What follows belongs to an exercise in optimizing a design on an open flow for a short achievable clock period and few clock cycles; a production flow would make more cautious choices.
Where RTL was checked, it was by simulation tests only, not by an equivalence proof against the original.
Only the layout flow was run in run 2; the RTL was not checked for function there.
Power is estimated from default activity; no workload was simulated.

--- flow/run.sh ---
#!/bin/bash
# synth_recipe.tcl (not shown) runs the flow's synth.tcl, then flattens the netlist and writes it again
# the make line also repeats each setting of config.mk as NAME=value (left out here)
make -C /OpenROAD-flow-scripts/flow DESIGN_CONFIG=/design/flow/config.mk WORK_HOME=/design/flow/orfs CLKGATE_MAP_FILE= SYNTH_SCRIPT=/design/flow/synth_recipe.tcl finish
--- flow/config.mk ---
export PLATFORM = sky130hd
export DESIGN_NAME = lhce_parse
export DESIGN_NICKNAME = lhce_parse
export VERILOG_FILES = /design/flow/design.v
export SDC_FILE = /design/flow/constraint.sdc
export NUM_CORES = 4
export LEC_CHECK = 0
export ABC_CLOCK_PERIOD_IN_PS = 2500
export CAP_MARGIN = 20
export CORE_MARGIN = 2
export CORE_UTILIZATION = 40
export PLACE_DENSITY = 0.6
export SETUP_SLACK_MARGIN = 4.5
export SLEW_MARGIN = 20
export TNS_END_PERCENT = 100
--- flow/constraint.sdc ---
create_clock -name core_clock -period 7.0 [get_ports {clk}]
set_input_delay 1.4000 -clock core_clock [delete_from_list [all_inputs] [get_ports {clk}]]
set_output_delay 1.4000 -clock core_clock [all_outputs]
set_load 0.01 [all_outputs]
--- flow/design.v ---
module lhce_parse (
    input  wire        clk,
    input  wire        rst,           
    input  wire        start,
    input  wire [3:0]  op,
    input  wire [15:0] src_addr,
    input  wire [15:0] src_len,
    input  wire [31:0] ph_src,
    input  wire [31:0] ph_dst,
    output wire        busy,
    output reg         done,
    output wire        mem_rd,
    output wire [9:0]  mem_addr,
    input  wire [31:0] mem_rdata,
    output reg  [3:0]  err_code,
    output reg  [3:0]  err_sub,
    output reg  [31:0] r_csum,
    output reg  [31:0] r_csum_field,
    output reg  [31:0] r_ip_len,
    output reg  [31:0] r_ip_misc,
    output reg  [31:0] r_ip_src,
    output reg  [31:0] r_ip_dst,
    output reg  [31:0] r_ip_hdr,
    output reg  [31:0] r_ip_chk,
    output reg  [31:0] r_tcp_ports,
    output reg  [31:0] r_tcp_seq,
    output reg  [31:0] r_tcp_ack,
    output reg  [31:0] r_tcp_ctl,
    output reg  [31:0] r_tcp_csum,
    output reg  [31:0] r_tcp_hdr,
    output reg  [31:0] r_pay,
    output reg  [31:0] r_out
);
    localparam [3:0] E_NOT_IPV4  = 4'd1;
    localparam [3:0] E_INV_IP    = 4'd2;
    localparam [3:0] E_INV_TCP   = 4'd3;
    localparam [3:0] E_BAD_RANGE = 4'd6;
    localparam [3:0] E_ILLEGAL   = 4'd7;
    function [16:0] add16;
        input [15:0] a;
        input [15:0] b;
        input        ci;
        reg   [16:0] g, p, gn, pn;
        integer      i, d;
        begin
            g[0] = ci;
            p[0] = 1'b0;
            for (i = 0; i < 16; i = i + 1) begin
                g[i+1] = a[i] & b[i];
                p[i+1] = a[i] ^ b[i];
            end
            for (d = 1; d < 17; d = d * 2) begin
                gn = g;
                pn = p;
                for (i = d; i < 17; i = i + 1) begin
                    gn[i] = g[i] | (p[i] & g[i-d]);
                    pn[i] = p[i] & p[i-d];
                end
                g = gn;
                p = pn;
            end
            for (i = 0; i < 16; i = i + 1)
                add16[i] = a[i] ^ b[i] ^ g[i];
            add16[16] = g[16];
        end
    endfunction
    function sum_is;
        input [15:0] a;
        input [15:0] b;
        input        ci;
        input [16:0] t;
        reg   [15:0] cin, cout;
        begin
            cin  = a ^ b ^ t[15:0];
            cout = (a & b) | ((a ^ b) & ~t[15:0]);
            sum_is = (cin[0] == ci) && (cin[15:1] == cout[14:0]) && (t[16] == cout[15]);
        end
    endfunction
    function [7:0] lane;
        input [31:0] w;
        input [1:0]  i;
        lane = w[8*i +: 8];
    endfunction
    reg        busy_r;         
    reg        busy_o;         
    reg        mrd_o;
    reg [9:0]  maddr_o;
    reg        is_cip, is_ctcp, is_ipp, is_tcpp, is_frm;
    reg [15:0] c_a;
    reg [15:0] c_n;
    reg [31:0] c_phs;
    reg [31:0] c_phd;
    reg [3:0]  ro;             
    assign busy     = busy_o;
    assign mem_rd   = mrd_o;
    assign mem_addr = maddr_o;
    reg  [4:0]  cyc;       
    reg  [11:0] kn;        
    wire [1:0]  r    = c_a[1:0];
    wire        rodd = c_a[0];
    wire        o_cip  = (op == 4'h1);
    wire        o_ctcp = (op == 4'h2);
    wire        o_ipp  = (op == 4'h3);
    wire        o_tcpp = (op == 4'h4);
    wire        o_frm  = (op == 4'h7);
    wire [1:0]  o_r    = src_addr[1:0];
    reg [31:0] hw0, hw1, hw2, hw3, hw4, hw5, hw6;
    reg [31:0] tr0, tr1, tr2, tr3, tr4, tr5;
    reg [6:0]  hwe;        
    reg [5:0]  tre;
    wire [223:0] hwflat = {hw6, hw5, hw4, hw3, hw2, hw1, hw0};
    wire [191:0] trflat = {tr5, tr4, tr3, tr2, tr1, tr0};
    wire [223:0] ah = ({224{ro[0]}} & hwflat) | ({224{ro[1]}} & (hwflat >> 8)) |
                      ({224{ro[2]}} & (hwflat >> 16)) | ({224{ro[3]}} & (hwflat >> 24));
    wire [191:0] tb = ({192{ro[0]}} & trflat) | ({192{ro[1]}} & (trflat >> 8)) |
                      ({192{ro[2]}} & (trflat >> 16)) | ({192{ro[3]}} & (trflat >> 24));
    wire [159:0] ipb = is_frm ? ah[191:32] : ah[159:0];    
    wire [159:0] tcb = tb[159:0];                           
    wire [15:0]  eth = {ah[23:16], ah[31:24]};              
    wire [7:0]  ip_b0   = ipb[7:0];
    wire [3:0]  ip_ver  = ip_b0[7:4];
    wire [3:0]  ip_ihl  = ip_b0[3:0];
    wire [7:0]  ip_hl   = {2'b00, ip_ihl, 2'b00};
    wire [15:0] ip_tl   = {ipb[23:16], ipb[31:24]};
    wire [7:0]  ip_ttl  = ipb[71:64];
    wire [7:0]  ip_proto= ipb[79:72];
    wire [15:0] ip_hcs  = {ipb[87:80], ipb[95:88]};
    wire [31:0] ip_src  = {ipb[103:96], ipb[111:104], ipb[119:112], ipb[127:120]};
    wire [31:0] ip_dst  = {ipb[135:128], ipb[143:136], ipb[151:144], ipb[159:152]};
    wire [15:0] t_sport = {tcb[7:0], tcb[15:8]};
    wire [15:0] t_dport = {tcb[23:16], tcb[31:24]};
    wire [31:0] t_seq   = {tcb[39:32], tcb[47:40], tcb[55:48], tcb[63:56]};
    wire [31:0] t_ack   = {tcb[71:64], tcb[79:72], tcb[87:80], tcb[95:88]};
    wire [7:0]  t_doff  = {2'b00, tcb[103:100], 2'b00};
    wire [5:0]  t_flags = tcb[109:104];
    wire [15:0] t_win   = {tcb[119:112], tcb[127:120]};
    wire [15:0] t_cs    = {tcb[135:128], tcb[143:136]};
    wire [15:0] t_urg   = {tcb[151:144], tcb[159:152]};
    reg  [3:0]  e_ihl;
    reg  [15:0] e_tl;
    wire [1:0]  rp2 = r + 2'd2;
    wire [1:0]  rp3 = r + 2'd3;
    wire [31:0] tl_w2 = is_frm ? hw1 : hw0;      
    wire [31:0] tl_w3 = is_frm ? hw2 : hw1;      
    always @(posedge clk) begin
        e_ihl <= is_frm ? lane(hw1, r) : lane(hw0, r);
        e_tl  <= {lane((r >= 2'd2) ? tl_w3 : tl_w2, rp2),
                  lane((r >= 2'd1) ? tl_w3 : tl_w2, rp3)};
    end
    wire [3:0]  e_ihl_c = (e_ihl < 4'd5) ? 4'd5 : e_ihl;
    reg  [16:0] e_tl3;       
    always @(posedge clk)
        e_tl3 <= {1'b0, e_tl} + {15'd0, r} + 17'd3;
    reg [17:0] ipS, ipE, ipK, ipK1;    
    reg [17:0] tS, tE, tK, tK1;        
    reg [17:0] phS, phE;               
    reg [17:0] kend;                   
    reg [3:0]  kmin;                   
    reg [11:0] kcs_ip, kcs_tc;         
    reg [17:0] ipKh, ipKl, tKh, tKl;   
    reg [11:0] tq0;                    
    wire [17:0] o_r18 = {16'd0, o_r};
    wire [17:0] o_rn  = o_r18 + {2'b00, src_len};
    wire [17:0] o_rn1 = o_rn - 18'd1;
    wire [17:0] o_ipS = o_frm ? (o_r18 + 18'd4) : o_r18;
    wire [17:0] o_tS  = o_frm ? (o_r18 + 18'd24) : o_r18;
    wire [4:0]  fr_w  = {1'b0, e_ihl_c} + 5'd1;      
    always @(posedge clk) begin
        if (!busy_r) begin
            ipS    <= o_ipS;
            ipE    <= o_cip ? o_rn : o_ipp ? (o_r18 + 18'd20) : o_frm ? (o_r18 + 18'd24) : 18'd0;
            ipK    <= o_ipS + 18'd10;
            ipK1   <= o_ipS + 18'd11;
            ipKh   <= o_ipS + (o_r[0] ? 18'd11 : 18'd10);
            ipKl   <= o_ipS + (o_r[0] ? 18'd10 : 18'd11);
            tKh    <= o_tS + (o_r[0] ? 18'd17 : 18'd16);
            tKl    <= o_tS + (o_r[0] ? 18'd16 : 18'd17);
            tS     <= o_tS;
            tE     <= (o_ctcp | o_tcpp) ? o_rn : o_frm ? 18'h3FFFF : 18'd0;
            tK     <= o_tS + 18'd16;
            tK1    <= o_tS + 18'd17;
            phS    <= o_frm ? (o_r18 + 18'd16) : 18'd0;
            phE    <= o_frm ? (o_r18 + 18'd24) : 18'd0;
            kend   <= (o_ipp | o_frm) ? 18'h1FFFF : {o_rn1[17], o_rn1[17], o_rn1[17:2]};
            kmin   <= o_cip  ? 4'd0 :
                      o_ctcp ? ((o_r == 2'd3) ? 4'd5 : 4'd4) :
                      o_tcpp ? 4'd0 :
                      o_ipp  ? 4'd4 : 4'd7;
            kcs_ip <= (o_r == 2'd0) ? 12'd2 : 12'd3;
            kcs_tc <= o_frm ? ((o_r == 2'd3) ? 12'd11 : 12'd10) : ((o_r == 2'd3) ? 12'd5 : 12'd4);
            tq0    <= o_frm ? 12'd6 : 12'd0;
        end else if (is_ipp) begin
            ipE    <= {12'd0, e_ihl_c, r};
            kend   <= {14'd0, e_ihl_c} - ((r == 2'd0) ? 18'd1 : 18'd0);
        end else if (is_frm) begin
            ipE    <= {11'd0, fr_w, r};
            tS     <= {11'd0, fr_w, r};
            if (cyc >= 5'd7) begin           
                tE     <= {1'b0, e_tl3} + 18'd1;
                kend   <= {3'd0, e_tl3[16:2]};
            end
            tK     <= {11'd0, fr_w + 5'd4, r};
            tK1    <= {11'd0, fr_w + 5'd4, r} + 18'd1;
            tKh    <= {11'd0, fr_w + 5'd4, r} + (rodd ? 18'd1 : 18'd0);
            tKl    <= {11'd0, fr_w + 5'd4, r} + (rodd ? 18'd0 : 18'd1);
            kcs_tc <= {7'd0, fr_w} + ((r == 2'd3) ? 12'd5 : 12'd4);
            tq0    <= {7'd0, fr_w};
        end
    end
    reg [3:0] m_ip, m_tc, m_ih, m_il;
    integer l;
    reg [17:0] p;
    always @(*) begin
        for (l = 0; l < 4; l = l + 1) begin
            p = {4'd0, kn, l[1:0]};
            m_ip[l] = (p >= ipS) && (p < ipE) && (p != ipK) && (p != ipK1);
            m_tc[l] = ((p >= tS) && (p < tE) && (p != tK) && (p != tK1)) ||
                      ((p >= phS) && (p < phE));
            m_ih[l] = (p == tK);
            m_il[l] = (p == tK1);
        end
    end
    wire m_last = (kend[17] || ({6'd0, kn} >= kend)) && (kn >= {8'd0, kmin});
    wire m_late = (is_cip && (kn == kcs_ip)) || ((is_ctcp | is_tcpp | is_frm) && (kn == kcs_tc));
    reg [3:0]  X_ip, X_tc, X_ih, X_il;
    reg        X_last, X_late;
    reg        X_ipk, X_ipk1, X_tk, X_tk1;      
    reg        A_last, A_late;
    reg        Fv;
    reg  [15:0] d_L;
    reg  [17:0] pa, pb;
    reg  [18:0] psum;
    reg  [16:0] pf1;
    reg  [15:0] pf;
    always @(posedge clk) begin
        if (is_frm) begin
            pa <= 18'd0;
            pb <= {2'b00, d_L} + 18'd6;
        end else begin
            pa <= {2'b00, c_phs[31:16]} + {2'b00, c_phs[15:0]} + {2'b00, c_phd[31:16]};
            pb <= {2'b00, c_phd[15:0]} + {2'b00, c_n} + 18'd6;
        end
        psum <= {1'b0, pa} + {1'b0, pb};
        pf1  <= {1'b0, psum[15:0]} + {14'd0, psum[18:16]};
        pf   <= pf1[15:0] + {15'd0, pf1[16]};
    end
    wire [7:0] rb0 = mem_rdata[7:0];
    wire [7:0] rb1 = mem_rdata[15:8];
    wire [7:0] rb2 = mem_rdata[23:16];
    wire [7:0] rb3 = mem_rdata[31:24];
    function [7:0] tsel;
        input        m, ih, il;
        input [7:0]  b;
        input [15:0] v;
        tsel = (m ? b : 8'd0) | (ih ? v[15:8] : 8'd0) | (il ? v[7:0] : 8'd0);
    endfunction
    wire [15:0] xi01 = {(X_ip[0] ? rb0 : 8'd0), (X_ip[1] ? rb1 : 8'd0)};
    wire [15:0] xi23 = {(X_ip[2] ? rb2 : 8'd0), (X_ip[3] ? rb3 : 8'd0)};
    wire [15:0] xt01 = {tsel(X_tc[0], X_ih[0], X_il[0], rb0, pf),
                        tsel(X_tc[1], X_ih[1], X_il[1], rb1, pf)};
    wire [15:0] xt23 = {tsel(X_tc[2], X_ih[2], X_il[2], rb2, pf),
                        tsel(X_tc[3], X_ih[3], X_il[3], rb3, pf)};
    reg  [15:0] xa_ip, xb_ip, xa_tc, xb_tc;
    reg [15:0] x_ip, x_tc;         
    reg [15:0] acc_ip, acc_tc;
    reg        ca_ip, ca_tc;
    wire [15:0] ci_s = acc_ip ^ xa_ip ^ xb_ip;
    wire [15:0] ci_c = (acc_ip & xa_ip) | (acc_ip & xb_ip) | (xa_ip & xb_ip);
    wire [15:0] ci_r = {ci_c[14:0], ci_c[15]};
    wire [15:0] ct_s = acc_tc ^ xa_tc ^ xb_tc;
    wire [15:0] ct_c = (acc_tc & xa_tc) | (acc_tc & xb_tc) | (xa_tc & xb_tc);
    wire [15:0] ct_r = {ct_c[14:0], ct_c[15]};
    wire [16:0] si_n = add16(ci_s, ci_r, ca_ip);
    wire [16:0] st_n = add16(ct_s, ct_r, ca_tc);
    reg [16:0] k0a_ip, k0b_ip, k0a_tc, k0b_tc;
    reg        knz_ip, k1_ip, knz_tc, k1_tc;
    wire [15:0] xip  = x_ip;
    wire [15:0] xtc  = x_tc;
    wire [15:0] xip1 = xip + 16'd1;
    wire [15:0] xtc1 = xtc + 16'd1;
    always @(posedge clk) begin
        k0a_ip <= {1'b0, ~xip};
        k0b_ip <= {1'b1, ~xip1};
        knz_ip <= (xip != 16'hFFFF);
        k1_ip  <= (xip == 16'hFFFE);
        k0a_tc <= {1'b0, ~xtc};
        k0b_tc <= {1'b1, ~xtc1};
        knz_tc <= (xtc != 16'hFFFF);
        k1_tc  <= (xtc == 16'hFFFE);
    end
    wire ip_match_n = sum_is(ci_s, ci_r, ca_ip, k0a_ip) || (knz_ip && sum_is(ci_s, ci_r, ca_ip, k0b_ip)) ||
                      (k1_ip && (&ci_s) && (&ci_r) && ca_ip);
    wire tc_match_n = sum_is(ct_s, ct_r, ca_tc, k0a_tc) || (knz_tc && sum_is(ct_s, ct_r, ca_tc, k0b_tc)) ||
                      (k1_tc && (&ct_s) && (&ct_r) && ca_tc);
    reg  ip_match, tc_match;
    reg [15:0] d_seg;       
    reg [15:0] d_ipa;       
    reg [15:0] d_tca;       
    reg [15:0] d_tl4;       
    reg [15:0] d_np;        
    reg        d_doff_bad;
    reg [31:0] d_pay;
    reg        d_pres;
    always @(posedge clk) begin
        d_seg      <= ip_tl - {8'd0, ip_hl};
        d_ipa      <= is_frm ? (c_a + 16'd4) : c_a;
        d_L        <= is_frm ? (ip_tl - {8'd0, ip_hl}) : c_n;
        d_tca      <= is_frm ? (c_a + 16'd4 + {8'd0, ip_hl}) : c_a;
        d_tl4      <= ip_tl + 16'd4;
        d_np       <= is_frm ? (c_n - 16'd4) : c_n;
        d_doff_bad <= (t_doff < 8'd20) || ({8'd0, t_doff} > d_L);
        d_pay      <= {d_L - {8'd0, t_doff}, d_tca + {8'd0, t_doff}};
        d_pres     <= is_cip ? (c_n >= 16'd12) : (c_n >= 16'd18);
    end
    wire [8:0] hc_n;
    assign hc_n[0] = is_frm && (eth != 16'h0800);           
    assign hc_n[1] = is_frm && (c_n < 16'd24);              
    assign hc_n[2] = (ip_hl < 8'd20);                       
    assign hc_n[3] = (ip_proto != 8'd6);                    
    assign hc_n[4] = (ip_ver != 4'd4);                      
    assign hc_n[5] = ({8'd0, ip_hl} > ip_tl);               
    assign hc_n[6] = ({8'd0, ip_hl} > d_np);                
    assign hc_n[7] = is_frm && (ip_tl > d_np);              
    assign hc_n[8] = is_frm && (d_seg < 16'd20);            
    reg [8:0] hc;
    reg       hc_any;
    always @(posedge clk) begin
        hc     <= hc_n;
        hc_any <= (|hc_n) && (is_ipp | is_frm);
    end
    reg [3:0] hc_code, hc_sub;
    always @(*) begin
        hc_code = E_INV_IP;
        if (hc[0])      begin hc_code = E_NOT_IPV4; hc_sub = 4'd1; end
        else if (hc[1]) hc_sub = 4'd1;
        else if (hc[2]) hc_sub = 4'd2;
        else if (hc[3]) hc_sub = 4'd3;
        else if (hc[4]) hc_sub = 4'd4;
        else if (hc[5]) hc_sub = 4'd5;
        else if (hc[6]) hc_sub = 4'd6;
        else if (hc[7]) hc_sub = 4'd7;
        else            begin hc_code = E_INV_TCP; hc_sub = 4'd1; end
    end
    reg         o_bad;           
    reg         n_lt4, n_lt20;
    reg         e1;
    reg [3:0]   e1_code, e1_sub;
    always @(posedge clk) begin
        o_bad  <= ({1'b0, c_a} + {1'b0, c_n}) > 17'd4096;
        n_lt4  <= (c_n < 16'd4);
        n_lt20 <= (c_n < 16'd20);
        e1 <= 1'b1; e1_code <= 4'd0; e1_sub <= 4'd1;
        if (!(is_cip | is_ctcp | is_ipp | is_tcpp | is_frm)) e1_code <= E_ILLEGAL;
        else if (o_bad)                                     e1_code <= E_BAD_RANGE;
        else if (is_ipp && n_lt20)                          e1_code <= E_INV_IP;
        else if (is_tcpp && n_lt20)                         e1_code <= E_INV_TCP;
        else if (is_frm && n_lt4)                           begin e1_code <= E_NOT_IPV4; e1_sub <= 4'd2; end
        else                                                e1 <= 1'b0;
    end
    function [15:0] calc;
        input [15:0] acc;
        input        c1, c2;
        input        sw;
        reg   [16:0] s;
        reg   [15:0] f;
        begin
            s = {1'b0, acc} + {16'd0, c1} + {16'd0, c2};
            f = s[15:0] + {15'd0, s[16]};
            calc = ~(sw ? {f[7:0], f[15:8]} : f);
        end
    endfunction
    wire [15:0] calc_ip = calc(acc_ip, ca_ip, 1'b0, rodd);
    wire [15:0] calc_tc = calc(acc_tc, ca_tc, 1'b0, rodd);
    wire fin_e1 = (cyc == 5'd3) && e1;
    wire fin_hc = (cyc == 5'd9) && is_frm && hc_any;
    wire fin    = fin_e1 | fin_hc | Fv;
    wire tcp_ok = tc_match && !d_doff_bad;
    wire w_csum = Fv && (is_cip | is_ctcp);
    wire w_ip   = Fv && !hc_any && (is_ipp || (is_frm && tcp_ok));
    wire w_tcp  = Fv && !hc_any && (is_tcpp | is_frm) && tcp_ok;
    wire w_frm  = Fv && !hc_any && is_frm && tcp_ok;
    always @(posedge clk) begin
        if (!busy_r) begin
            is_cip  <= o_cip;
            is_ctcp <= o_ctcp;
            is_ipp  <= o_ipp;
            is_tcpp <= o_tcpp;
            is_frm  <= o_frm;
            c_a     <= src_addr;
            c_n     <= src_len;
            c_phs   <= ph_src;
            c_phd   <= ph_dst;
            ro      <= {o_r == 2'd3, o_r == 2'd2, o_r == 2'd1, o_r == 2'd0};
            cyc     <= 5'd1;
            kn      <= 12'd0;
            hwe     <= 7'd0;
            tre     <= 6'd0;
            X_ip    <= 4'd0;
            X_tc    <= 4'd0;
            X_ih    <= 4'd0;
            X_il    <= 4'd0;
            X_last  <= 1'b0;
            X_late  <= 1'b0;
            X_ipk   <= 1'b0;
            X_ipk1  <= 1'b0;
            X_tk    <= 1'b0;
            X_tk1   <= 1'b0;
            xa_ip   <= 16'd0;
            xb_ip   <= 16'd0;
            xa_tc   <= 16'd0;
            xb_tc   <= 16'd0;
            A_last  <= 1'b0;
            A_late  <= 1'b0;
            acc_ip  <= 16'd0;
            acc_tc  <= 16'd0;
            ca_ip   <= 1'b0;
            ca_tc   <= 1'b0;
            Fv      <= 1'b0;
        end else begin
            if (cyc != 5'd31) cyc <= cyc + 5'd1;
            kn      <= kn + 12'd1;
            X_ip    <= m_ip;
            X_tc    <= m_tc;
            X_ih    <= m_ih;
            X_il    <= m_il;
            X_last  <= m_last;
            X_late  <= m_late;
            X_ipk   <= (kn == ipKh[13:2]);
            X_ipk1  <= (kn == ipKl[13:2]);
            X_tk    <= (kn == tKh[13:2]);
            X_tk1   <= (kn == tKl[13:2]);
            hwe     <= {kn == 12'd6, kn == 12'd5, kn == 12'd4, kn == 12'd3,
                        kn == 12'd2, kn == 12'd1, kn == 12'd0};
            tre     <= {kn == tq0 + 12'd5, kn == tq0 + 12'd4, kn == tq0 + 12'd3,
                        kn == tq0 + 12'd2, kn == tq0 + 12'd1, kn == tq0};
            if (hwe[0]) hw0 <= mem_rdata;
            if (hwe[1]) hw1 <= mem_rdata;
            if (hwe[2]) hw2 <= mem_rdata;
            if (hwe[3]) hw3 <= mem_rdata;
            if (hwe[4]) hw4 <= mem_rdata;
            if (hwe[5]) hw5 <= mem_rdata;
            if (hwe[6]) hw6 <= mem_rdata;
            if (tre[0]) tr0 <= mem_rdata;
            if (tre[1]) tr1 <= mem_rdata;
            if (tre[2]) tr2 <= mem_rdata;
            if (tre[3]) tr3 <= mem_rdata;
            if (tre[4]) tr4 <= mem_rdata;
            if (tre[5]) tr5 <= mem_rdata;
            if (X_ipk)  x_ip[15:8] <= lane(mem_rdata, ipKh[1:0]);
            if (X_ipk1) x_ip[7:0]  <= lane(mem_rdata, ipKl[1:0]);
            if (X_tk)   x_tc[15:8] <= lane(mem_rdata, tKh[1:0]);
            if (X_tk1)  x_tc[7:0]  <= lane(mem_rdata, tKl[1:0]);
            xa_ip   <= xi01;
            xb_ip   <= xi23;
            xa_tc   <= xt01;
            xb_tc   <= xt23;
            A_last  <= X_last;
            A_late  <= X_late;
            acc_ip  <= si_n[15:0];
            ca_ip   <= si_n[16];
            acc_tc  <= st_n[15:0];
            ca_tc   <= st_n[16];
            ip_match <= ip_match_n;
            tc_match <= tc_match_n;
            Fv      <= A_last && !A_late;
        end
    end
    always @(posedge clk) begin
        if (rst) begin
            busy_r       <= 1'b0;
            busy_o       <= 1'b0;
            mrd_o        <= 1'b0;
            done         <= 1'b0;
            err_code     <= 4'd0;
            err_sub      <= 4'd0;
            r_csum       <= 32'd0;
            r_csum_field <= 32'd0;
            r_ip_len     <= 32'd0;
            r_ip_misc    <= 32'd0;
            r_ip_src     <= 32'd0;
            r_ip_dst     <= 32'd0;
            r_ip_hdr     <= 32'd0;
            r_ip_chk     <= 32'd0;
            r_tcp_ports  <= 32'd0;
            r_tcp_seq    <= 32'd0;
            r_tcp_ack    <= 32'd0;
            r_tcp_ctl    <= 32'd0;
            r_tcp_csum   <= 32'd0;
            r_tcp_hdr    <= 32'd0;
            r_pay        <= 32'd0;
            r_out        <= 32'd0;
        end else begin
            done <= 1'b0;
            if (!busy_o) begin
                if (start) busy_o <= 1'b1;
            end else if (fin) busy_o <= 1'b0;
            if (!mrd_o) begin
                if (start) mrd_o <= 1'b1;
            end else if (fin) mrd_o <= 1'b0;
            if (!busy_r) begin
                if (start) busy_r <= 1'b1;
            end else begin
                if (fin) begin
                    busy_r <= 1'b0;
                    done   <= 1'b1;
                    if (fin_e1) begin
                        err_code <= e1_code;
                        err_sub  <= e1_sub;
                    end else if (hc_any) begin
                        err_code <= hc_code;
                        err_sub  <= hc_sub;
                    end else if ((is_tcpp | is_frm) && !tc_match) begin
                        err_code <= E_INV_TCP;
                        err_sub  <= 4'd2;
                    end else if ((is_tcpp | is_frm) && d_doff_bad) begin
                        err_code <= E_INV_TCP;
                        err_sub  <= 4'd3;
                    end else begin
                        err_code <= 4'd0;
                        err_sub  <= 4'd0;
                    end
                end
                if (w_csum) begin
                    if (is_cip) begin
                        r_csum       <= {14'd0, d_pres && ip_match, d_pres, calc_ip};
                        r_csum_field <= d_pres ? {16'd0, rodd ? {x_ip[7:0], x_ip[15:8]} : x_ip} : 32'd0;
                    end else begin
                        r_csum       <= {14'd0, d_pres && tc_match, d_pres, calc_tc};
                        r_csum_field <= d_pres ? {16'd0, rodd ? {x_tc[7:0], x_tc[15:8]} : x_tc} : 32'd0;
                    end
                end
                if (w_ip) begin
                    r_ip_len  <= {4'd0, ip_ver, ip_hl, ip_tl};
                    r_ip_misc <= {ip_hcs, ip_proto, ip_ttl};
                    r_ip_src  <= ip_src;
                    r_ip_dst  <= ip_dst;
                    r_ip_hdr  <= {d_seg, d_ipa};
                    r_ip_chk  <= {15'd0, ip_match, calc_ip};
                end
                if (w_tcp) begin
                    r_tcp_ports <= {t_sport, t_dport};
                    r_tcp_seq   <= t_seq;
                    r_tcp_ack   <= t_ack;
                    r_tcp_ctl   <= {t_win, t_doff, 2'b00, t_flags};
                    r_tcp_csum  <= {t_urg, t_cs};
                    r_tcp_hdr   <= {d_L, d_tca};
                end
                if (w_frm) begin
                    r_pay <= d_pay;
                    r_out <= {d_tl4, c_a};
                end
            end
        end
    end
    always @(posedge clk) begin
        if (!busy_o) maddr_o <= src_addr[11:2];
        else         maddr_o <= maddr_o + 10'd1;
    end
endmodule
==> Implementation_results.wiki, run 1 <==
{| class="wikitable"
! Metric !! Value
|-
| Hold path cells || 0
|-
| Number of vias in the routed layout || 66,800
|-
| Number of buffers on the longest clock path || 3
|-
| DRC errors left || 0
|-
| Netlist cell types || 109
|-
| Num CTS Buffers || 174
|-
| Number of global-route vias before repair || 62,000
|-
| CTS H-tree lvls || 4
|-
| Half-perimeter wire length of the detailed placement result || 194,000 um
|-
| Worst EP arrival || 4.48 ns
|-
| Maximum number of pins on one net before global-route repair || 175
|-
| Maximum net fanout on the critical path || 27
|-
| Initial DRT Pass Iterations || 9
|-
| Worst clock skew || 0.0650 ns
|-
| Synthesized instance count || 7,412
|-
| Fraction of the cycle the final worst path needs || 0.534
|-
| Number of flip-flops and latches in the synthesized netlist || 1,594
|-
| LEAKAGE || 40.8 nW
|-
| Required time worst endpoint || 7.74 ns
|-
| Tightest hold margin || 0.416 ns
|-
| Height of the die || 444 um
|-
| Number of port buffers || 606
|-
| Buffer type at the clock tree root || sky130_fd_sc_hd__clkbuf_16
|-
| Number of synthesized flops with an enable pin || 631
|-
| Antenna violations before repair || 37
|-
| Clock-pin transition on the worst setup and hold timing paths || 0.06 ns
|-
| Gr ovfl total || 0
|-
| Max-capacitance violation count || 0
|-
| Endpoints failing setup || 0
|-
| Setup CP Type || reg -> reg
|-
| WL/cell || 27.8 um
|-
| DR vias/cell || 6.00
|-
| Max Slew Vio Count || 0
|-
| Cell area power density || 248 nW/um^2
|-
| TritonCTS clock tree || built
|-
| Placed cell count || 10,200
|-
| Part of the Yosys area used for sequential elements || 0.494
|-
| Post-route setup slack || 3.26 ns
|-
| Worst min-delay path class || reg -> reg
|-
| Worst max-slew margin expressed relative to the limit || 0.304
|-
| Main flop type after synthesis || sky130_fd_sc_hd__dfxtp_1
|-
| Worst vdd ir || 186 uV
|-
| Number of standard-cell rows in the floorplan || 161
|-
| Signed area change from the synthesized netlist to the final layout || 35.9%
|-
| Setup TNS || 0 ns
|-
| Post-Synthesis Cell Area || 77,400 um^2
|-
| Final estimated routing congestion in global placement || 0.926
|-
| Die footprint || 197,000 um^2
|-
| CP startpoint kind || register
|-
| YS warnings || 1
|-
| CORE AREA || 192,000 um^2
|-
| Clock sink count || 1,594
|-
| Setup repair after global routing missed its margin || yes
|-
| Result of the run || complete, no violations
|-
| Synthesized area per cell || 10.4 um^2
|-
| Share of cells above drive strength 1 || 0.343
|-
| Share of flip-flops with an asynchronous set or reset after synthesis || 0
|-
| Crit path time final || 3.74 ns
|-
| Endpoint class of the critical path || register
|-
| Detailed-route wire length || 310,000 um
|-
| Later-pin clock latency in the skew report || 0.88 ns
|-
| Post-route insts no fill || 11,100
|-
| First-pass GRT wire length || 429,000 um
|-
| Total GRT Usage || 0.293
|-
| Number of buffers inserted by hold repair at cts || 0
|-
| Horizontal die dimension || 444 um
|-
| Number of hold-slack violations in the final timing report || 0
|-
| Tightest Pin Transition || 1.04 ns
|-
| Reg2reg path depth || 14
|-
| Io pins || 668
|-
| Effective utilization at floorplan || 0.402
|-
| Maximum clock frequency || 268 MHz
|-
| Antenna-violating nets left || 0
|-
| DP Worst Slack || 1.81 ns
|-
| Number of nets in the layout || 8,975
|-
| Violation count after the first detailed-route iteration || 8,717
|}
==> report_power, final <==
group / leakage [nW] / switching, mW / total [mW] / internal [mW]
Combinational: 23.6 / 3.09 / 5.37 / 2.28
Clock: 3.01 / 4.11 / 9.74 / 5.63
Sequential: 14.1 / 0.678 / 11.0 / 10.3
==> cells in the final DEF (no fill, tap or decap), drive strengths merged, types with 252 or more instances in the layout <==
master,n
clkbuf,275
a21oi,457
ha,268
dfxtp,963
xnor2,252
nand2,588
edfxtp,631
a22oi,663
buf,1154
nor2,648
inv,319
==> cell families (layout without fill, tap and decap cells) <==
family          Yosys count  in the layout  share of synthesized area
xor+xnor                455            455                     0.0517
compound gates         1850           1850                      0.167
mux                     232            232                     0.0393
buf+inv                 840           1964                     0.0463
other cells               1             73                  0.0000485
flops                  1594           1594                      0.494
fa+ha+maj               395            395                     0.0759
simple gates           2045           2049                      0.125
==> cells in the mapped netlist, types with 51 or more instances <==
master / count / area [um^2]
sky130_fd_sc_hd__xnor2_1: 251 / 2200
sky130_fd_sc_hd__a311oi_1: 217 / 1900
sky130_fd_sc_hd__clkbuf_1: 334 / 1250
sky130_fd_sc_hd__nand4_1: 97 / 607
sky130_fd_sc_hd__dfxtp_1: 963 / 19300
sky130_fd_sc_hd__and2_1: 51 / 319
sky130_fd_sc_hd__fa_1: 125 / 2500
sky130_fd_sc_hd__nand2_1: 585 / 2200
sky130_fd_sc_hd__o21ai_0: 128 / 641
sky130_fd_sc_hd__nand3_1: 156 / 781
sky130_fd_sc_hd__a21oi_1: 456 / 2280
sky130_fd_sc_hd__ha_1: 268 / 3350
sky130_fd_sc_hd__buf_1: 61 / 229
sky130_fd_sc_hd__inv_1: 301 / 1130
sky130_fd_sc_hd__buf_2: 58 / 290
sky130_fd_sc_hd__buf_4: 68 / 510
sky130_fd_sc_hd__a21o_1: 58 / 435
sky130_fd_sc_hd__mux2_2: 82 / 923
sky130_fd_sc_hd__a22oi_1: 659 / 4950
sky130_fd_sc_hd__nor2_1: 646 / 2420
sky130_fd_sc_hd__edfxtp_1: 631 / 18900
sky130_fd_sc_hd__mux2i_1: 99 / 991
sky130_fd_sc_hd__nor3_1: 109 / 546
sky130_fd_sc_hd__xor2_1: 202 / 1770
sky130_fd_sc_hd__and3_1: 169 / 1060
==> area by class of cell <==
type                    count  area, um^2
flip-flops and latches   1594       39200
diodes                     12        30.0
well taps                2526        3160
inverters                 306        1220
multi-input cells        5042       40600
repair inverters            3        26.3
clock inverters            90        1050
clock buffers             239        5050
fillers                 16300       87300
repair buffers           1326       14800
==> critical path: stages, from the launching register on <==
cell and delay (ns):
sky130_fd_sc_hd__edfxtp_1 0.51, sky130_fd_sc_hd__buf_12 0.25, sky130_fd_sc_hd__a22oi_1 0.19, sky130_fd_sc_hd__nand2_1 0.13, sky130_fd_sc_hd__o21ai_2 0.19, sky130_fd_sc_hd__inv_1 0.13, sky130_fd_sc_hd__ha_1 0.38, sky130_fd_sc_hd__a21oi_2 0.18
sky130_fd_sc_hd__o21bai_2 0.10, sky130_fd_sc_hd__a221o_1 0.30, sky130_fd_sc_hd__nand3b_4 0.17, sky130_fd_sc_hd__or3_4 0.34, sky130_fd_sc_hd__or3_4 0.34, sky130_fd_sc_hd__xnor2_2 0.14, sky130_fd_sc_hd__mux2_2 0.26
==> layer usage <==
metal	routed length (um)	GRT usage
met2	141000	0.461
met3	28800	0.0601
met5	90	0
met1	122000	0.386
met4	18000	0.138
==> final timing paths <==
kind | from | to | slack [ns]
worst max-delay path | ro[1] | d_L[14] | 3.26
worst max register to register | ro[1] | d_L[14] | 3.26
worst min-delay path | d_tca[1] | d_pay[1] | 0.42
worst min register to register | d_tca[1] | d_pay[1] | 0.42
==> through the flow <==
stage          area [um^2]  total power [mW]   util
3_5_place_dp         86400              15.4  0.449
3_3_place_gp         86400              15.4  0.449
4_1_cts             100000              25.7  0.522
5_1_grt             105000              27.0  0.546
2_1_floorplan        79100              13.9      -
6_report            105000              26.1  0.546
==> repair_timing <==
action                                   CTS  global route
endpoints found under the setup margin  1718          1081
gates cloned                              43            32
endpoints found under the hold margin      0             0
gates resized for setup                 3644           584
pin swaps                                252           231
buffers inserted                         352           188
Testbench counts, summed over its fixed seeds: cycles 39,733.
==> run 2, diff against run 1 <==
--- a/flow/design.v
+++ b/flow/design.v
@@ -136,17 +136,25 @@
     wire [15:0] t_win   = {tcb[119:112], tcb[127:120]};
     wire [15:0] t_cs    = {tcb[135:128], tcb[143:136]};
     wire [15:0] t_urg   = {tcb[151:144], tcb[159:152]};
-    reg  [3:0]  e_ihl;
+    wire [4:0]  ib    = {2'b00, is_frm, 2'b00} + {3'd0, r};    
+    wire [223:0] hsh  = hwflat >> {ib, 3'b000};
+    wire [4:0]  r12   = 5'd12 + {3'd0, r};
+    wire [191:0] tsh  = trflat >> {r12, 3'b000};
+    reg  [3:0]  e_ver, e_ihl;
     reg  [15:0] e_tl;
-    wire [1:0]  rp2 = r + 2'd2;
-    wire [1:0]  rp3 = r + 2'd3;
-    wire [31:0] tl_w2 = is_frm ? hw1 : hw0;      
-    wire [31:0] tl_w3 = is_frm ? hw2 : hw1;      
+    reg  [7:0]  e_proto;
+    reg  [15:0] e_eth;
+    reg  [3:0]  e_doff;
     always @(posedge clk) begin
-        e_ihl <= is_frm ? lane(hw1, r) : lane(hw0, r);
-        e_tl  <= {lane((r >= 2'd2) ? tl_w3 : tl_w2, rp2),
-                  lane((r >= 2'd1) ? tl_w3 : tl_w2, rp3)};
+        e_ver   <= hsh[7:4];
+        e_ihl   <= hsh[3:0];
+        e_tl    <= {hsh[23:16], hsh[31:24]};
+        e_proto <= hsh[79:72];
+        e_eth   <= {ah[23:16], ah[31:24]};
+        e_doff  <= tsh[7:4];
     end
+    wire [7:0]  e_hl   = {2'b00, e_ihl, 2'b00};
+    wire [7:0]  e_dof8 = {2'b00, e_doff, 2'b00};
     wire [3:0]  e_ihl_c = (e_ihl < 4'd5) ? 4'd5 : e_ihl;
     reg  [16:0] e_tl3;       
     always @(posedge clk)
@@ -154,14 +162,13 @@
     reg [17:0] ipS, ipE, ipK, ipK1;    
     reg [17:0] tS, tE, tK, tK1;        
     reg [17:0] phS, phE;               
-    reg [17:0] kend;                   
+    reg signed [17:0] kend;            
     reg [3:0]  kmin;                   
     reg [11:0] kcs_ip, kcs_tc;         
     reg [17:0] ipKh, ipKl, tKh, tKl;   
     reg [11:0] tq0;                    
     wire [17:0] o_r18 = {16'd0, o_r};
     wire [17:0] o_rn  = o_r18 + {2'b00, src_len};
-    wire [17:0] o_rn1 = o_rn - 18'd1;
     wire [17:0] o_ipS = o_frm ? (o_r18 + 18'd4) : o_r18;
     wire [17:0] o_tS  = o_frm ? (o_r18 + 18'd24) : o_r18;
     wire [4:0]  fr_w  = {1'b0, e_ihl_c} + 5'd1;      
@@ -181,7 +188,7 @@
             tK1    <= o_tS + 18'd17;
             phS    <= o_frm ? (o_r18 + 18'd16) : 18'd0;
             phE    <= o_frm ? (o_r18 + 18'd24) : 18'd0;
-            kend   <= (o_ipp | o_frm) ? 18'h1FFFF : {o_rn1[17], o_rn1[17], o_rn1[17:2]};
+            kend   <= (o_ipp | o_frm) ? 18'sh1FFFF : ($signed(o_rn - 18'd1) >>> 2);
             kmin   <= o_cip  ? 4'd0 :
                       o_ctcp ? ((o_r == 2'd3) ? 4'd5 : 4'd4) :
                       o_tcpp ? 4'd0 :
@@ -195,14 +202,12 @@
         end else if (is_frm) begin
             ipE    <= {11'd0, fr_w, r};
             tS     <= {11'd0, fr_w, r};
-            if (cyc >= 5'd7) begin           
-                tE     <= {1'b0, e_tl3} + 18'd1;
-                kend   <= {3'd0, e_tl3[16:2]};
-            end
+            tE     <= {1'b0, e_tl3} + 18'd1;
             tK     <= {11'd0, fr_w + 5'd4, r};
             tK1    <= {11'd0, fr_w + 5'd4, r} + 18'd1;
             tKh    <= {11'd0, fr_w + 5'd4, r} + (rodd ? 18'd1 : 18'd0);
             tKl    <= {11'd0, fr_w + 5'd4, r} + (rodd ? 18'd0 : 18'd1);
+            kend   <= {3'd0, e_tl3[16:2]};
             kcs_tc <= {7'd0, fr_w} + ((r == 2'd3) ? 12'd5 : 12'd4);
             tq0    <= {7'd0, fr_w};
         end
@@ -220,13 +225,13 @@
             m_il[l] = (p == tK1);
         end
     end
-    wire m_last = (kend[17] || ({6'd0, kn} >= kend)) && (kn >= {8'd0, kmin});
+    wire m_last = ($signed({6'd0, kn}) >= kend) && (kn >= {8'd0, kmin});
     wire m_late = (is_cip && (kn == kcs_ip)) || ((is_ctcp | is_tcpp | is_frm) && (kn == kcs_tc));
     reg [3:0]  X_ip, X_tc, X_ih, X_il;
     reg        X_last, X_late;
     reg        X_ipk, X_ipk1, X_tk, X_tk1;      
     reg        A_last, A_late;
-    reg        Fv;
+    reg        seen, F2, Fv;
     reg  [15:0] d_L;
     reg  [17:0] pa, pb;
     reg  [18:0] psum;
@@ -302,25 +307,25 @@
     reg [31:0] d_pay;
     reg        d_pres;
     always @(posedge clk) begin
-        d_seg      <= ip_tl - {8'd0, ip_hl};
+        d_seg      <= e_tl - {8'd0, e_hl};
         d_ipa      <= is_frm ? (c_a + 16'd4) : c_a;
-        d_L        <= is_frm ? (ip_tl - {8'd0, ip_hl}) : c_n;
-        d_tca      <= is_frm ? (c_a + 16'd4 + {8'd0, ip_hl}) : c_a;
-        d_tl4      <= ip_tl + 16'd4;
+        d_L        <= is_frm ? (e_tl - {8'd0, e_hl}) : c_n;
+        d_tca      <= is_frm ? (c_a + 16'd4 + {8'd0, e_hl}) : c_a;
+        d_tl4      <= e_tl + 16'd4;
         d_np       <= is_frm ? (c_n - 16'd4) : c_n;
-        d_doff_bad <= (t_doff < 8'd20) || ({8'd0, t_doff} > d_L);
-        d_pay      <= {d_L - {8'd0, t_doff}, d_tca + {8'd0, t_doff}};
+        d_doff_bad <= (e_dof8 < 8'd20) || ({8'd0, e_dof8} > d_L);
+        d_pay      <= {d_L - {8'd0, e_dof8}, d_tca + {8'd0, e_dof8}};
         d_pres     <= is_cip ? (c_n >= 16'd12) : (c_n >= 16'd18);
     end
     wire [8:0] hc_n;
-    assign hc_n[0] = is_frm && (eth != 16'h0800);           
+    assign hc_n[0] = is_frm && (e_eth != 16'h0800);         
     assign hc_n[1] = is_frm && (c_n < 16'd24);              
-    assign hc_n[2] = (ip_hl < 8'd20);                       
-    assign hc_n[3] = (ip_proto != 8'd6);                    
-    assign hc_n[4] = (ip_ver != 4'd4);                      
-    assign hc_n[5] = ({8'd0, ip_hl} > ip_tl);               
-    assign hc_n[6] = ({8'd0, ip_hl} > d_np);                
-    assign hc_n[7] = is_frm && (ip_tl > d_np);              
+    assign hc_n[2] = (e_ihl < 4'd5);                        
+    assign hc_n[3] = (e_proto != 8'd6);                     
+    assign hc_n[4] = (e_ver != 4'd4);                       
+    assign hc_n[5] = ({8'd0, e_hl} > e_tl);                 
+    assign hc_n[6] = ({8'd0, e_hl} > d_np);                 
+    assign hc_n[7] = is_frm && (e_tl > d_np);               
     assign hc_n[8] = is_frm && (d_seg < 16'd20);            
     reg [8:0] hc;
     reg       hc_any;
@@ -369,10 +374,13 @@
             calc = ~(sw ? {f[7:0], f[15:8]} : f);
         end
     endfunction
-    wire [15:0] calc_ip = calc(acc_ip, ca_ip, 1'b0, rodd);
-    wire [15:0] calc_tc = calc(acc_tc, ca_tc, 1'b0, rodd);
+    reg  [15:0] calc_ip, calc_tc;
+    always @(posedge clk) begin
+        calc_ip <= calc(acc_ip, ca_ip, 1'b0, rodd);
+        calc_tc <= calc(acc_tc, ca_tc, 1'b0, rodd);
+    end
     wire fin_e1 = (cyc == 5'd3) && e1;
-    wire fin_hc = (cyc == 5'd9) && is_frm && hc_any;
+    wire fin_hc = (cyc == 5'd10) && is_frm && hc_any;
     wire fin    = fin_e1 | fin_hc | Fv;
     wire tcp_ok = tc_match && !d_doff_bad;
     wire w_csum = Fv && (is_cip | is_ctcp);
@@ -411,6 +419,8 @@
             xb_tc   <= 16'd0;
             A_last  <= 1'b0;
             A_late  <= 1'b0;
+            seen    <= 1'b0;
+            F2      <= 1'b0;
             acc_ip  <= 16'd0;
             acc_tc  <= 16'd0;
             ca_ip   <= 1'b0;
@@ -462,7 +472,9 @@
             ca_tc   <= st_n[16];
             ip_match <= ip_match_n;
             tc_match <= tc_match_n;
-            Fv      <= A_last && !A_late;
+            seen    <= seen | A_last;
+            F2      <= A_last && !seen && (A_late || is_cip || is_ctcp || is_ipp);
+            Fv      <= F2 || (A_last && !seen && !(A_late || is_cip || is_ctcp || is_ipp));
         end
     end
     always @(posedge clk) begin
==> run 2 against run 1 <==
First-iteration DRC count fell by 11%. Non-clock buffer count fell by 230. Critical path depth fell by 3. Final area fell by 4.7%. Area after synthesis rose by 0.32%.
==> Implementation_results.wiki, run 2 <==
{| class="wikitable"
! Metric !! Value
|-
| Number of synthesized flops with an enable pin || 631 (unchanged)
|-
| Internal power contribution || 18.4 mW (+1.2%)
|-
| Tightest Pin Transition || 1.18 ns (+0.136 ns)
|-
| Number of vias in the routed layout || 64,400 (-3.7%)
|-
| Number of port buffers || 606 (unchanged)
|-
| WL/cell || 26.5 um (-4.5%)
|-
| Num CTS Buffers || 179 (+2.9%)
|-
| Cell chain of the critical path || buf_12, clkinvlp_4, fa_2, nand3b_1, xor2_2, nand4_4, or2_4, or4_4, o21ai_2, xnor2_1, a31oi_1
|-
| Worst EP arrival || 3.67 ns (-0.81 ns)
|-
| Cell area power density || 259 nW/um^2 (+4.5%)
|-
| CORE AREA || 193,000 um^2 (+0.11%)
|-
| Minimum setup slack among reg-to-reg paths || 3.93 ns (+0.67 ns)
|-
| Sequential group share of total power || 0.439 (+0.018)
|-
| DRC errors left || 0 (unchanged)
|-
| Setup repair after global routing missed its margin || yes
|-
| Part of the Yosys area used for sequential elements || 0.510 (+0.0155)
|-
| Cells taking the most area after synthesis || sky130_fd_sc_hd__dfxtp_1, sky130_fd_sc_hd__edfxtp_1, sky130_fd_sc_hd__a22oi_1
|-
| Kind of cell with the highest combined delay on the critical path || simple AND/OR/NAND/NOR gates
|-
| Worst clock skew || 0.0501 ns (-0.0150 ns)
|-
| Leading cell type in the layout, fill and taps excluded || sky130_fd_sc_hd__a22oi_1
|-
| Required time worst endpoint || 7.50 ns (-0.24 ns)
|-
| Synthesized area per cell || 10.4 um^2 (-0.32%)
|-
| Top routing layer used || met4
|-
| Worst reg2reg path endpoint || pa[13]
|-
| Clock sink count || 1,660 (+4.1%)
|-
| Start point of the critical path || src_addr[1]
|-
| TritonCTS clock tree || built
|-
| Combinational power share || 0.179 (-0.027)
|-
| Switching Fraction || 0.291 (-0.0113)
|-
| NetSw || 7.55 mW (-4.1%)
|-
| Setup TNS || 0 ns (unchanged)
|-
| Endpoint class of the critical path || register
|-
| Number of gates on the worst path with buffers counted || 11 (-3)
|-
| Endpoints failing setup || 0 (unchanged)
|-
| Synthesized instance count || 7,459 (+0.63%)
|-
| Effective utilization at floorplan || 0.403 (+0.000853)
|-
| Met3 wirelength from detailed routing || 24,600 um (-14%)
|-
| Buffer type at the clock tree root || sky130_fd_sc_hd__clkbuf_16
|-
| Fraction of the cycle the final worst path needs || 0.452 (-0.0812)
|-
| Cell with the largest stage delay on the worst path || sky130_fd_sc_hd__fa_2
|-
| DP Worst Slack || 1.93 ns (+0.127 ns)
|-
| Relative contribution of the clock network to total power || 0.382 (+0.009)
|-
| Most instantiated cells after synthesis || sky130_fd_sc_hd__dfxtp_1, sky130_fd_sc_hd__a22oi_1, sky130_fd_sc_hd__nor2_1
|-
| Initial DRT Pass Iterations || 10 (+1)
|-
| Max-capacitance violation count || 0 (unchanged)
|-
| Maximum net fanout on the critical path || 4 (-85%)
|-
| Height of the die || 444 um (+0.16%)
|-
| CP startpoint kind || input port
|-
| DR WL met2 || 133,000 um (-5.4%)
|-
| Signed area change from the synthesized netlist to the final layout || 29.1%
|-
| Setup CP Type || in -> reg
|-
| Number of hold-slack violations in the final timing report || 0 (unchanged)
|-
| Share of flip-flops with an asynchronous set or reset after synthesis || 0 (unchanged)
|-
| Violation count after the first detailed-route iteration || 7,721 (-11%)
|-
| CTS H-tree lvls || 4 (unchanged)
|-
| Gr ovfl total || 0 (unchanged)
|-
| Horizontal die dimension || 444 um (+0.16%)
|-
| Synth top area share || 0.265 (+0.0162)
|-
| Number of nets in the layout || 8,787 (-2.1%)
|-
| Final estimated routing congestion in global placement || 0.932 (+0.60%)
|-
| Reg2reg path depth || 11 (-3)
|-
| Critical Path End || kend[6]
|-
| Antenna violations before repair || 21 (-43%)
|-
| Die footprint || 198,000 um^2 (+0.32%)
|-
| Main flop type after synthesis || sky130_fd_sc_hd__dfxtp_1
|-
| Detailed-route wire length || 291,000 um (-6.1%)
|-
| Sum of buffers and inverters on the critical path || 2 (unchanged)
|-
| Later-pin clock latency in the skew report || 0.84 ns (-0.04 ns)
|-
| Clock-pin transition on the worst setup and hold timing paths || 0.06 ns (about the same)
|-
| Worst min-delay path class || reg -> reg
|-
| Antenna-violating nets left || 0 (unchanged)
|-
| Post-route setup slack || 3.83 ns (+0.569 ns)
|-
| Number of flip-flops and latches in the synthesized netlist || 1,660 (+4.1%)
|-
| Most used standard cell by instance count after synthesis || sky130_fd_sc_hd__dfxtp_1
|-
| Netlist cell types || 100 (-8.3%)
|-
| Io pins || 668 (unchanged)
|-
| DR vias/cell || 5.88 (-2.1%)
|-
| First-pass GRT wire length || 411,000 um (-4.2%)
|-
| Total GRT Usage || 0.278 (-0.0147)
|-
| Highest-count cells in the layout ignoring fill and taps || sky130_fd_sc_hd__a22oi_1, sky130_fd_sc_hd__nand2_1, sky130_fd_sc_hd__edfxtp_1
|-
| Half-perimeter wire length of the detailed placement result || 188,000 um (-2.7%)
|-
| Worst vdd ir || 214 uV (+15%)
|-
| Number of standard-cell rows in the floorplan || 161 (unchanged)
|-
| Number of global-route vias before repair || 60,400 (-2.5%)
|-
| Routed met1 length || 118,000 um (-3.4%)
|-
| Maximum number of pins on one net before global-route repair || 199 (+14%)
|-
| Post-Synthesis Cell Area || 77,600 um^2 (+0.32%)
|-
| Max Slew Vio Count || 0 (unchanged)
|-
| Leading area contributor after synthesis || sky130_fd_sc_hd__dfxtp_1
|-
| Number of buffers on the longest clock path || 3 (unchanged)
|-
| Maximum clock frequency || 316 MHz (+18%)
|-
| Result of the run || complete, no violations
|-
| Crit path time final || 3.17 ns (-0.569 ns)
|-
| YS warnings || 1 (unchanged)
|-
| Share of cells above drive strength 1 || 0.281 (-0.0618)
|-
| Maximum cell stage delay along the critical path || 0.43 ns (-0.08 ns)
|-
| LEAKAGE || 38.5 nW (-5.6%)
|-
| R2R Path Start || c_phs[1]
|-
| Worst max-slew margin expressed relative to the limit || 0.213 (-0.0909)
|}
==> run 2: changes by cell type in the layout (fill, tap and decap cells not counted), sizes merged, moves of 24 or more <==
cell	previous run	this run
nand2	588	651
mux2i	99	75
nor3	110	86
a21oi	457	527
buf	1154	948
dfxtp	963	1029
and3	169	121
==> run 2: cells by family after synthesis <==
logic type	after synthesis	share of synthesized area
other	1	0.0000483
DFF	1660	0.510
and+or+nand+nor	2043	0.122
xor gates and xnor gates	449	0.0508
adders and majority gates	392	0.0753
muxes	183	0.0317
AOI/OAI and AO/OA	1906	0.168
buffers and inverters	825	0.0432
==> run 2: final cells by class <==
type                            instances  area, um^2
Timing Repair Buffer                 1096       11500
Antenna cell                            8        20.0
Sequential cell                      1660       40500
Clock inverter                         90        1020
Multi-Input combinational cell       5036       37600
Tap cell                             2526        3160
Fill cell                           16900       92400
Clock buffer                          248        5160
Inverter                              288        1160
==> run 2: worst min path at each step <==
| stage | slack [ns] | endpoint | cells after the start | startpoint |
|---|---|---|---|---|
| after global routing | 0.40 | d_pay[0] | 0 | d_tca[0] |
| after CTS | 0.38 | d_pay[0] | 0 | d_tca[0] |
| after floorplan | 0.35 | d_pay[16] | 0 | d_L[0] |
| after detailed placement | 0.37 | d_pay[1] | 0 | d_tca[1] |
| final | 0.39 | d_pay[0] | 0 | d_tca[0] |
| after global placement | 0.36 | d_pay[1] | 0 | d_tca[1] |
==> run 2: worst reg2reg max path, cell delays in order, from the launching register on <==
cell,delay (ns)
sky130_fd_sc_hd__edfxtp_1,0.41
sky130_fd_sc_hd__fa_1,0.50
sky130_fd_sc_hd__ha_2,0.21
sky130_fd_sc_hd__fa_2,0.37
sky130_fd_sc_hd__a211oi_4,0.27
sky130_fd_sc_hd__o21bai_2,0.12
sky130_fd_sc_hd__a31oi_2,0.22
sky130_fd_sc_hd__o21ai_2,0.12
sky130_fd_sc_hd__o41ai_4,0.37
sky130_fd_sc_hd__buf_4,0.18
sky130_fd_sc_hd__xor2_1,0.14
sky130_fd_sc_hd__nor2_1,0.05
==> run 2: power by group through the flow <==
stage	clock, mW	combinational (mW)	sequential, mW
after floorplan	0	2.81	11.2
after global placement	0	3.82	11.6
after detailed placement	0	3.88	11.6
after CTS	10.0	4.32	11.4
after global routing	10.4	5.01	11.4
final	9.93	4.65	11.4
==> run 2: stage by stage <==
stage / cells / hold WS (ns) / utilization / cell area (um^2) / power (mW)
floorplan: 7519 / 0.346 / - / 78600 / 14.1
global placement: 10200 / 0.365 / 0.448 / 86300 / 15.5
detailed placement: 10200 / 0.369 / 0.448 / 86300 / 15.5
CTS: 10800 / 0.384 / 0.508 / 97800 / 25.7
global route: 10900 / 0.398 / 0.520 / 100000 / 26.9
finish: 11000 / 0.387 / 0.520 / 100000 / 26.0
==> run 2: metal layers <==
metal | vias to the layer above | global-route usage
met5 | - | 0
met4 | 0 | 0.131
met3 | 560 | 0.0451
met2 | 3326 | 0.440
met1 | 31700 | 0.372
li1 | 28800 | -
==> run 2: what timing repair did <==
item	CTS	global route
cloned	15	9
hold buffers	0	0
endpoints found under the setup margin	1189	892
buffers inserted	228	145
endpoints found under the hold margin	0	0
gates resized for setup	3517	239
pin swaps	149	153

-- afterwards: timing with drivers on the ports --
Ports are ideal in the flow. The routed layouts listed here were re-timed in OpenROAD.
Step 1 assumes that a clkbuf_16 drives the clock port and a buf_2 every other input.
Step 2 adds t to the input delays and takes it off the output delays; t is the mean of the earliest and latest rising clock arrival at the registers after step 1. Input paths then give back, and output paths get back, about the clock's delay inside the block.
Slacks: ideal / step 1 / step 2; pairs: ideal / step 1.
run	t, ns	slack for setup (ns)	latest minus earliest clock arrival (ns)	worst register clock-pin slew, ns
run 1	0.928	3.264 / 3.264 / 2.634	0.076 / 0.076	0.07 / 0.07
run 2	0.904	3.833 / 3.855 / 2.951	0.055 / 0.056	0.07 / 0.07
After both steps every run listed still meets setup and hold. The setup slack of run 2, which loses most, moves by +0.022 ns with the drivers and by -0.882 ns with both steps.
